This is an optimization exercise on Yosys and OpenROAD, whose aim is small area, not a production implementation.
Only simulation tests tie the RTL to the original design; equivalence was not proved.
No activity file was given, so power comes from the tool's default toggle rates.

File: flow/config.mk
export PLATFORM = sky130hd
export DESIGN_NAME = crc15_frame_engine
export DESIGN_NICKNAME = crc15_frame_engine
export VERILOG_FILES = /design/flow/design.v
export SDC_FILE = /design/flow/constraint.sdc
export NUM_CORES = 4
export LEC_CHECK = 0
export CAP_MARGIN = 20
export CORE_MARGIN = 2
export CORE_UTILIZATION = 40
export SLEW_MARGIN = 20
File: flow/constraint.sdc
create_clock -name core_clock -period 10.0 [get_ports {clk}]
set_input_delay 2.0000 -clock core_clock [delete_from_list [all_inputs] [get_ports {clk}]]
set_output_delay 2.0000 -clock core_clock [all_outputs]
set_load 0.01 [all_outputs]
File: flow/design.v
module crc15_frame_engine (
    input  wire        clk,
    input  wire        rst,           
    input  wire [81:0] cw,            
    output wire        o_busy,
    output wire [14:0] o_crc,
    output wire        o_f_valid,
    output wire [10:0] o_f_id,
    output wire [3:0]  o_f_dlc,
    output wire [63:0] o_f_data,
    output wire [14:0] o_f_crc,
    output wire        o_err_len,
    output wire        o_err_sticky,
    output wire [15:0] o_rpm,
    output wire [7:0]  o_speed,
    output wire [6:0]  o_throttle,
    output wire        o_brake,
    output wire [7:0]  o_coolant,
    output wire [7:0]  o_steer,
    output wire [1:0]  o_phase
);
    localparam integer IDLE_DWELL     = 5;
    localparam integer ACCEL_TARGET   = 100;
    localparam integer ACCEL_THR_STEP = 10;
    localparam integer CRUISE_DWELL   = 10;
    localparam integer CRUISE_THR     = 30;
    localparam integer BRAKE_RPM_STEP = 300;
    localparam integer BRAKE_SPD_STEP = 10;
    localparam integer COOLANT_CEIL   = 90;
    localparam integer IDLE_RPM       = 850;
    localparam integer RPM_BASE       = 850;
    localparam integer RPM_GAIN       = 50;
    localparam integer RPM_MAX        = 6500;
    localparam integer ACCEL_THR_CAP  = 80;
    localparam integer ACCEL_SPD_STEP = 5;
    localparam integer CRUISE_RPM     = 2350;
    localparam integer COOLANT_INIT   = 20;
    localparam integer COOLANT_STEP   = 1;
    localparam integer SPEED_MAX      = 200;
    localparam integer COAST_RPM_STEP = 100;
    localparam integer COAST_SPD_STEP = 2;
    localparam integer STEER_INIT     = 0;
    localparam integer K              = 5;    
    localparam [10:0] ID_RPM     = 11'h0C0;
    localparam [10:0] ID_SPEED   = 11'h0D0;
    localparam [10:0] ID_THRBRK  = 11'h0E0;
    localparam [10:0] ID_COOLANT = 11'h0F0;
    localparam [10:0] ID_STEER   = 11'h100;
    localparam [14:0] POLY = 15'h4599;
    localparam [2:0] OP_NOP   = 3'd0;
    localparam [2:0] OP_CLR   = 3'd1;
    localparam [2:0] OP_BIT   = 3'd2;
    localparam [2:0] OP_BUILD = 3'd3;
    localparam [2:0] OP_TICK  = 3'd4;
    localparam [1:0] PH_IDLE   = 2'd0;
    localparam [1:0] PH_ACCEL  = 2'd1;
    localparam [1:0] PH_CRUISE = 2'd2;
    localparam [1:0] PH_BRAKE  = 2'd3;
    reg [14:0] crc;
    reg [15:0] rpm;
    reg [7:0]  speed;
    reg [6:0]  throttle;
    reg        brake;
    reg [7:0]  coolant;      
    reg [7:0]  steer;        
    reg [10:0] f_id;
    reg [3:0]  f_dlc;
    reg [63:0] f_data;
    reg [14:0] f_crc;
    reg        f_valid;
    reg [1:0]  phase;
    reg [15:0] ticks;
    reg [2:0]  idx;
    reg        busy;
    reg [6:0]  cnt;
    reg [78:0] hold;
    reg        err_len;
    reg        err_sticky;
    function [14:0] crc_step;
        input [14:0] c;
        input        b;
        reg          fb;
        begin
            fb = b ^ c[14];
            crc_step = {c[13:0], 1'b0} ^ (fb ? POLY : 15'h0000);
        end
    endfunction
    function [15:0] dec_floor16;
        input [15:0] v;
        input [15:0] s;
        input [15:0] f;
        begin
            if ({1'b0, v} >= {1'b0, f} + {1'b0, s})
                dec_floor16 = v - s;
            else
                dec_floor16 = f;
        end
    endfunction
    wire [2:0]  op      = cw[81:79];
    wire [10:0] b_id    = cw[78:68];
    wire [3:0]  b_dlc   = cw[67:64];
    wire [63:0] b_data  = cw[63:0];
    wire        t_man   = cw[9];
    wire        t_accel = cw[8];
    wire        t_brk   = cw[7];
    wire [6:0]  t_thr   = cw[6:0];
    reg [63:0] b_mask;
    integer i;
    always @(*) begin
        for (i = 0; i < 8; i = i + 1)
            b_mask[63 - 8*i -: 8] = (i < b_dlc) ? 8'hFF : 8'h00;
    end
    wire [63:0] b_masked = b_data & b_mask;
    reg [15:0] n_rpm;
    reg [7:0]  n_speed;
    reg [6:0]  n_throttle;
    reg        n_brake;
    reg [7:0]  n_coolant;
    reg [1:0]  n_phase;
    reg [15:0] n_ticks;
    reg [15:0] t1;
    reg        ph_exit;
    reg [6:0]  thr_tmp;
    reg [6:0]  thr_cap;
    reg [22:0] rpm_lin;
    reg [8:0]  spd_sum;
    reg [9:0]  spd_inc;
    always @(*) begin
        n_rpm      = rpm;
        n_speed    = speed;
        n_throttle = throttle;
        n_brake    = brake;
        n_phase    = phase;
        n_ticks    = ticks;
        t1         = (ticks == 16'hFFFF) ? 16'hFFFF : ticks + 16'd1;
        ph_exit    = 1'b0;
        thr_tmp    = 7'd0;
        thr_cap    = 7'd0;
        rpm_lin    = 23'd0;
        spd_sum    = 9'd0;
        spd_inc    = 10'd0;
        if (!t_man) begin
            case (phase)
                PH_IDLE: begin
                    n_rpm      = IDLE_RPM;
                    n_throttle = 7'd0;
                    n_brake    = 1'b1;
                    ph_exit    = (t1 > IDLE_DWELL);
                end
                PH_ACCEL: begin
                    thr_tmp    = throttle + ACCEL_THR_STEP;
                    thr_cap    = (thr_tmp > ACCEL_THR_CAP) ? ACCEL_THR_CAP : thr_tmp;
                    n_throttle = thr_cap;
                    rpm_lin    = RPM_BASE + thr_cap * RPM_GAIN;
                    if (rpm_lin < IDLE_RPM)
                        n_rpm = IDLE_RPM;
                    else if (rpm_lin > RPM_MAX)
                        n_rpm = RPM_MAX;
                    else
                        n_rpm = rpm_lin[15:0];
                    if (speed < ACCEL_TARGET) begin
                        spd_sum = speed + ACCEL_SPD_STEP;
                        n_speed = (spd_sum > ACCEL_TARGET) ? ACCEL_TARGET : spd_sum[7:0];
                    end
                    n_brake    = 1'b0;
                    ph_exit    = (n_speed >= ACCEL_TARGET);
                end
                PH_CRUISE: begin
                    n_throttle = CRUISE_THR;
                    n_rpm      = CRUISE_RPM;
                    n_brake    = 1'b0;
                    ph_exit    = (t1 > CRUISE_DWELL);
                end
                default: begin  
                    n_throttle = 7'd0;
                    n_brake    = 1'b1;
                    n_rpm      = dec_floor16(rpm, BRAKE_RPM_STEP, IDLE_RPM);
                    n_speed    = dec_floor16({8'd0, speed}, BRAKE_SPD_STEP, 16'd0) & 16'h00FF;
                    ph_exit    = (n_speed == 8'd0);
                end
            endcase
            if (ph_exit) begin
                n_phase = phase + 2'd1;
                n_ticks = 16'd0;
            end else begin
                n_ticks = t1;
            end
        end else begin
            n_phase = PH_BRAKE;
            n_ticks = 16'd0;
            if (t_brk) begin
                n_throttle = 7'd0;
                n_brake    = 1'b1;
                n_rpm      = dec_floor16(rpm, BRAKE_RPM_STEP, IDLE_RPM);
                n_speed    = dec_floor16({8'd0, speed}, BRAKE_SPD_STEP, 16'd0) & 16'h00FF;
            end else if (t_accel) begin
                thr_tmp    = (t_thr > 7'd100) ? 7'd100 : t_thr;
                n_throttle = thr_tmp;
                rpm_lin    = RPM_BASE + thr_tmp * RPM_GAIN;
                if (rpm_lin < IDLE_RPM)
                    n_rpm = IDLE_RPM;
                else if (rpm_lin > RPM_MAX)
                    n_rpm = RPM_MAX;
                else
                    n_rpm = rpm_lin[15:0];
                spd_inc    = (ACCEL_SPD_STEP * thr_tmp) / 100;
                spd_sum    = speed + spd_inc;
                n_speed    = (spd_sum > SPEED_MAX) ? SPEED_MAX : spd_sum[7:0];
                n_brake    = 1'b0;
            end else begin
                n_throttle = 7'd0;
                n_brake    = 1'b0;
                n_rpm      = dec_floor16(rpm, COAST_RPM_STEP, IDLE_RPM);
                n_speed    = dec_floor16({8'd0, speed}, COAST_SPD_STEP, 16'd0) & 16'h00FF;
            end
        end
    end
    wire signed [9:0] cool_s   = {{2{coolant[7]}}, coolant};
    wire signed [9:0] cool_inc = cool_s + COOLANT_STEP;
    wire [7:0] n_coolant_w = (cool_s < COOLANT_CEIL)
                           ? ((cool_inc > COOLANT_CEIL) ? COOLANT_CEIL : cool_inc[7:0])
                           : coolant;
    reg [10:0] s_id;
    reg [3:0]  s_dlc;
    reg [63:0] s_data;
    always @(*) begin
        case (idx)
            3'd0: begin s_id = ID_RPM;     s_dlc = 4'd2; s_data = {n_rpm, 48'h0}; end
            3'd1: begin s_id = ID_SPEED;   s_dlc = 4'd1; s_data = {n_speed, 56'h0}; end
            3'd2: begin s_id = ID_THRBRK;  s_dlc = 4'd2; s_data = {1'b0, n_throttle, 7'b0, n_brake, 48'h0}; end
            3'd3: begin s_id = ID_COOLANT; s_dlc = 4'd1; s_data = {n_coolant_w, 56'h0}; end
            default: begin s_id = ID_STEER; s_dlc = 4'd1; s_data = {steer, 56'h0}; end
        endcase
    end
    wire [2:0] n_idx = (idx == K - 1) ? 3'd0 : idx + 3'd1;
    wire [6:0] run_len = 7'd15 + {hold[67:64], 3'b000};
    wire [6:0] bit_pos = 7'd78 - run_len + cnt;
    wire       s_bit   = hold[bit_pos];
    always @(posedge clk) begin
        if (rst) begin
            crc        <= 15'h0000;
            rpm        <= IDLE_RPM;
            speed      <= 8'd0;
            throttle   <= 7'd0;
            brake      <= 1'b1;
            coolant    <= COOLANT_INIT;
            steer      <= STEER_INIT;
            f_id       <= 11'd0;
            f_dlc      <= 4'd0;
            f_data     <= 64'd0;
            f_crc      <= 15'd0;
            f_valid    <= 1'b0;
            phase      <= PH_IDLE;
            ticks      <= 16'd0;
            idx        <= 3'd0;
            busy       <= 1'b0;
            cnt        <= 7'd0;
            hold       <= 79'd0;
            err_len    <= 1'b0;
            err_sticky <= 1'b0;
        end else if (busy) begin
            f_valid <= 1'b0;
            err_len <= 1'b0;
            if (cnt != 7'd0) begin
                crc <= crc_step(crc, s_bit);
                cnt <= cnt - 7'd1;
            end else begin
                f_id    <= hold[78:68];
                f_dlc   <= hold[67:64];
                f_data  <= hold[63:0];
                f_crc   <= crc;
                f_valid <= 1'b1;
                busy    <= 1'b0;
            end
        end else begin
            f_valid <= 1'b0;
            err_len <= 1'b0;
            case (op)
                OP_CLR: crc <= 15'h0000;
                OP_BIT: crc <= crc_step(crc, cw[0]);
                OP_BUILD: begin
                    if (b_dlc > 4'd8) begin
                        err_len    <= 1'b1;
                        err_sticky <= 1'b1;
                    end else begin
                        hold <= {b_id, b_dlc, b_masked};
                        cnt  <= 7'd15 + {b_dlc, 3'b000};
                        crc  <= 15'h0000;
                        busy <= 1'b1;
                    end
                end
                OP_TICK: begin
                    rpm      <= n_rpm;
                    speed    <= n_speed;
                    throttle <= n_throttle;
                    brake    <= n_brake;
                    coolant  <= n_coolant_w;
                    phase    <= n_phase;
                    ticks    <= n_ticks;
                    idx      <= n_idx;
                    hold     <= {s_id, s_dlc, s_data};
                    cnt      <= 7'd15 + {s_dlc, 3'b000};
                    crc      <= 15'h0000;
                    busy     <= 1'b1;
                end
                default: ;  
            endcase
        end
    end
    assign o_busy       = busy;
    assign o_crc        = crc;
    assign o_f_valid    = f_valid;
    assign o_f_id       = f_id;
    assign o_f_dlc      = f_dlc;
    assign o_f_data     = f_data;
    assign o_f_crc      = f_crc;
    assign o_err_len    = err_len;
    assign o_err_sticky = err_sticky;
    assign o_rpm        = rpm;
    assign o_speed      = speed;
    assign o_throttle   = throttle;
    assign o_brake      = brake;
    assign o_coolant    = coolant;
    assign o_steer      = steer;
    assign o_phase      = phase;
endmodule
File: flow/run.sh
#!/bin/bash
# synth_recipe.tcl (not shown) runs the flow's synth.tcl, then flattens the netlist and writes it again
# the make line also repeats each setting of config.mk as NAME=value (left out here)
make -C /OpenROAD-flow-scripts/flow DESIGN_CONFIG=/design/flow/config.mk WORK_HOME=/design/flow/orfs CLKGATE_MAP_FILE= SYNTH_SCRIPT=/design/flow/synth_recipe.tcl finish
==> notes.md <==
logic make-up (layout without fill, tap and decap cells):
kind of cell,after synthesis,in the layout,share of synthesized area [%]
AO/OA/AOI/OAI,743,743,26.7
XOR/XNOR,66,66,3.37
adder cells (fa/ha/maj),107,107,7.73
buffers and inverters,258,417,5.70
flip-flops,260,260,29.0
multiplexers,33,33,3.54
other,1,9,0.0209
AND/OR/NAND/NOR,935,935,23.9
stage by stage:
step	total power (uW)	setup slack, ps
finish	3500	833
global route	3660	169
CTS	3490	631
detailed placement	2260	41.6
global placement	2250	409
floorplan	1930	1600
layer usage:
layer  global-route usage [%]  vias to the layer above  part of all wire [%]
met5                        0                        -                     0
met4                     7.52                        0                   2.8
met3                     3.34                      104                   7.1
met2                     46.3                      766                    46
met1                     38.6                     9085                    44
li1                         -                     9013                     -
synthesized netlist by cell type, drive strengths merged, types with 24 or more instances:
cell	number
a211oi	54
a21oi	322
inv	84
mux4	24
xnor2	44
o21ai	99
nor2b	25
clkbuf	138
nor3	73
ha	98
nor2	160
a31oi	24
buf	32
nand2b	24
nand3	114
nand2	404
dfxtp	260
cell type report:
class	count	area, sq um	share of cell area [%]
Timing Repair Buffer	273	2650	12.1
Inverter	88	330	1.51
Clock inverter	17	229	1.05
Tap cell	592	741	3.39
Multi-Input combinational cell	1892	11800	54.0
Antenna cell	1	2.50	0.0115
Sequential cell	260	5200	23.9
Clock buffer	39	876	4.01
sequential cells by signal (all words and copies together) (netlist names), 2 cells and up:
signal / flops
cnt: 7
coolant: 8
crc: 15
f_crc: 15
f_data: 64
f_dlc: 4
f_id: 11
hold: 79
idx: 3
phase: 2
rpm: 16
speed: 8
throttle: 7
ticks: 16
tightest hold or removal path: stages, from the launching register on:
cell,delay [ps]
dfxtp_1,310
inv_1,50
a21oi_1,50
power by group through the flow:
stage                     Clock, uW  Combinational [uW]  Sequential [uW]
after floorplan                   0                 808             1120
after global placement            0                1110             1140
after detailed placement          0                1120             1140
after CTS                      1250                1130             1120
after global routing           1280                1250             1130
final                          1230                1140             1120
worst paths after layout:
path	end	from	slack [ps]	depth (start not counted)
hold reg to reg	err_sticky	err_sticky	450	2
hold / removal	err_sticky	err_sticky	450	2
setup reg to reg	hold[56]	throttle[1]	2550	21
setup / recovery	hold[60]	cw[4]	830	34
repair_timing:
action / 4_1_cts / 5_1_grt
resized for setup: 0 / 2
setup endpoints to repair: 0 / 4
endpoints found under the hold margin: 0 / 0
==> results.sh <==
export IMPL_status="finished clean"
export IMPL_critical_path_class="in -> reg"
export IMPL_port_buffers=238
export IMPL_max_cap_violations=0
export IMPL_fin_nets=2735
export IMPL_grt_start_max_net_pins=96
export IMPL_dp_hpwl_mm=50.1
export IMPL_path_clk_slew_ps=60
export IMPL_slew_viol_final=0
export IMPL_dpl_cell_area_sq_mm=0.0207
export IMPL_ys_top_cells_by_area="dfxtp_1 (29%), a21oi_1 (9.0%), nand2_1 (8.5%)"
export IMPL_postLayoutCoreUtil_pct=49.3
export IMPL_tns_ps=0
export IMPL_ys_seq_elements=260
export IMPL_yosysUniqueCellTypes=100
export IMPL_post_place_cells=3105
export IMPL_p_int_uw=2240
export IMPL_dieWidth_microns=216
export IMPL_startpoint_type="input pin"
export IMPL_cp_top_family="compound AO/OA/AOI/OAI gates"
export IMPL_clockBufferDepth=3
export IMPL_drive_above_1_share_pct=6.46
export IMPL_drt_total_wl_mm=67.9
export IMPL_syn_to_final_growth_pct=21.6
export IMPL_fillers=4400
export IMPL_whs_ps=448
export IMPL_grt_setup_unrepaired="no"
export IMPL_seqPwrFrac_pct=32.1
export IMPL_finalSetupViolations=0
export IMPL_slowest_delay_ps=590
export IMPL_postCtsSetupRepairBufs=0
export IMPL_cts_num_sinks=260
export IMPL_rows=77
export IMPL_viasPerCell=6.00
export IMPL_end_kind="register"
export IMPL_cp_arrival_ps=9670
export IMPL_power_per_cell_area_mw_per_mm2=160
export IMPL_holdCritPathClass="reg -> reg"
export IMPL_p_comb_share_pct=32.7
export IMPL_leakagePower_uw=0.00774
export IMPL_clock_latency_ps=610
export IMPL_grt_usage_pct=28.0
export IMPL_cp_max_fo=6
export IMPL_hold_violations=0
export IMPL_worst_pin_slew_ps=1050
export IMPL_netlist_area_leader_share_pct=29.0
export IMPL_final_cell_mix="nand2_1 (402), a21oi_1 (321), dfxtp_1 (260)"
export IMPL_netlist_area_sq_mm=0.0179
export IMPL_io_pins=247
export IMPL_instances_no_fill=3162
export IMPL_die_h_microns=216
export IMPL_grt_pass1_vias=17600
export IMPL_grt_antenna_before_repair=0
export IMPL_path_buf_inv=5
export IMPL_avgSynthCellArea_sq_um=7.47
export IMPL_yosysWarnings=1
export IMPL_drc_errors=0
export IMPL_slowest_stage="clkdlybuf4s50_1"
export IMPL_first_iter_violations=1853
export IMPL_synth_edf_count=0
export IMPL_vias=19000
export IMPL_grt_overflow=0
export IMPL_synthFlopType="dfxtp_1"
export IMPL_cts_inserted_buffers=31
export IMPL_timing_fmax_ghz=0.109
export IMPL_root_buffer="clkbuf_16"
export IMPL_drt_wirelength_per_cell_microns=21.5
export IMPL_irDropWorstVdd_uv=127
export IMPL_tritoncts="done"
export IMPL_max_slew_margin_pct=29.1
export IMPL_synthCells=2403
export IMPL_fin_skew_ps=36.2
export IMPL_htreeDepth=1
export IMPL_design_area_sq_mm=0.0218
export IMPL_worstPathRequired_ps=10500
export IMPL_start_util_pct=40.6
export IMPL_min_period_ps=9170
export IMPL_switching_share_pct=36.0
export IMPL_switchingPower_uw=1260
export IMPL_die_area_sq_mm=0.0466
export IMPL_core_sq_mm=0.0442
export IMPL_clkPwrFrac_pct=35.2
export IMPL_synth_area_leader_cell="dfxtp_1"
export IMPL_layout_commonest_cell="nand2_1"
export IMPL_place_congestion=0.945
export IMPL_ys_seq_area_share_pct=29.0
export IMPL_ant_nets=0
export IMPL_grt_pass1_wl_mm=104
export IMPL_min_period_over_period_pct=91.7
export IMPL_dr_pass1_iters=5
export IMPL_ys_async_sr_fraction_pct=0
export IMPL_hold_buffers=0

## re-timing with driven ports
No port has a modelled driver above. Below, the same layout with a new extraction and two added sets of constraints.
Step 1 assumes that a clkbuf_16 drives the clock port and a buf_2 every other input.
Step 2 also shifts input and output timing later by t, the mid clock arrival at the registers, as if the neighbouring blocks saw the same clock.
a / b / c = no drivers / after step 1 / after step 2; a / b = the first two.
t (ns): 0.651
setup slack, ns: 0.833 / 0.833 / 0.182
hold WS [ns]: 0.448 / 0.448 / 0.448
worst slew at a driven data input, ns: 0.10
After both steps this run still meets setup and hold. The setup slack of this run moves by 0.000 ns with the drivers and by -0.651 ns with both steps.
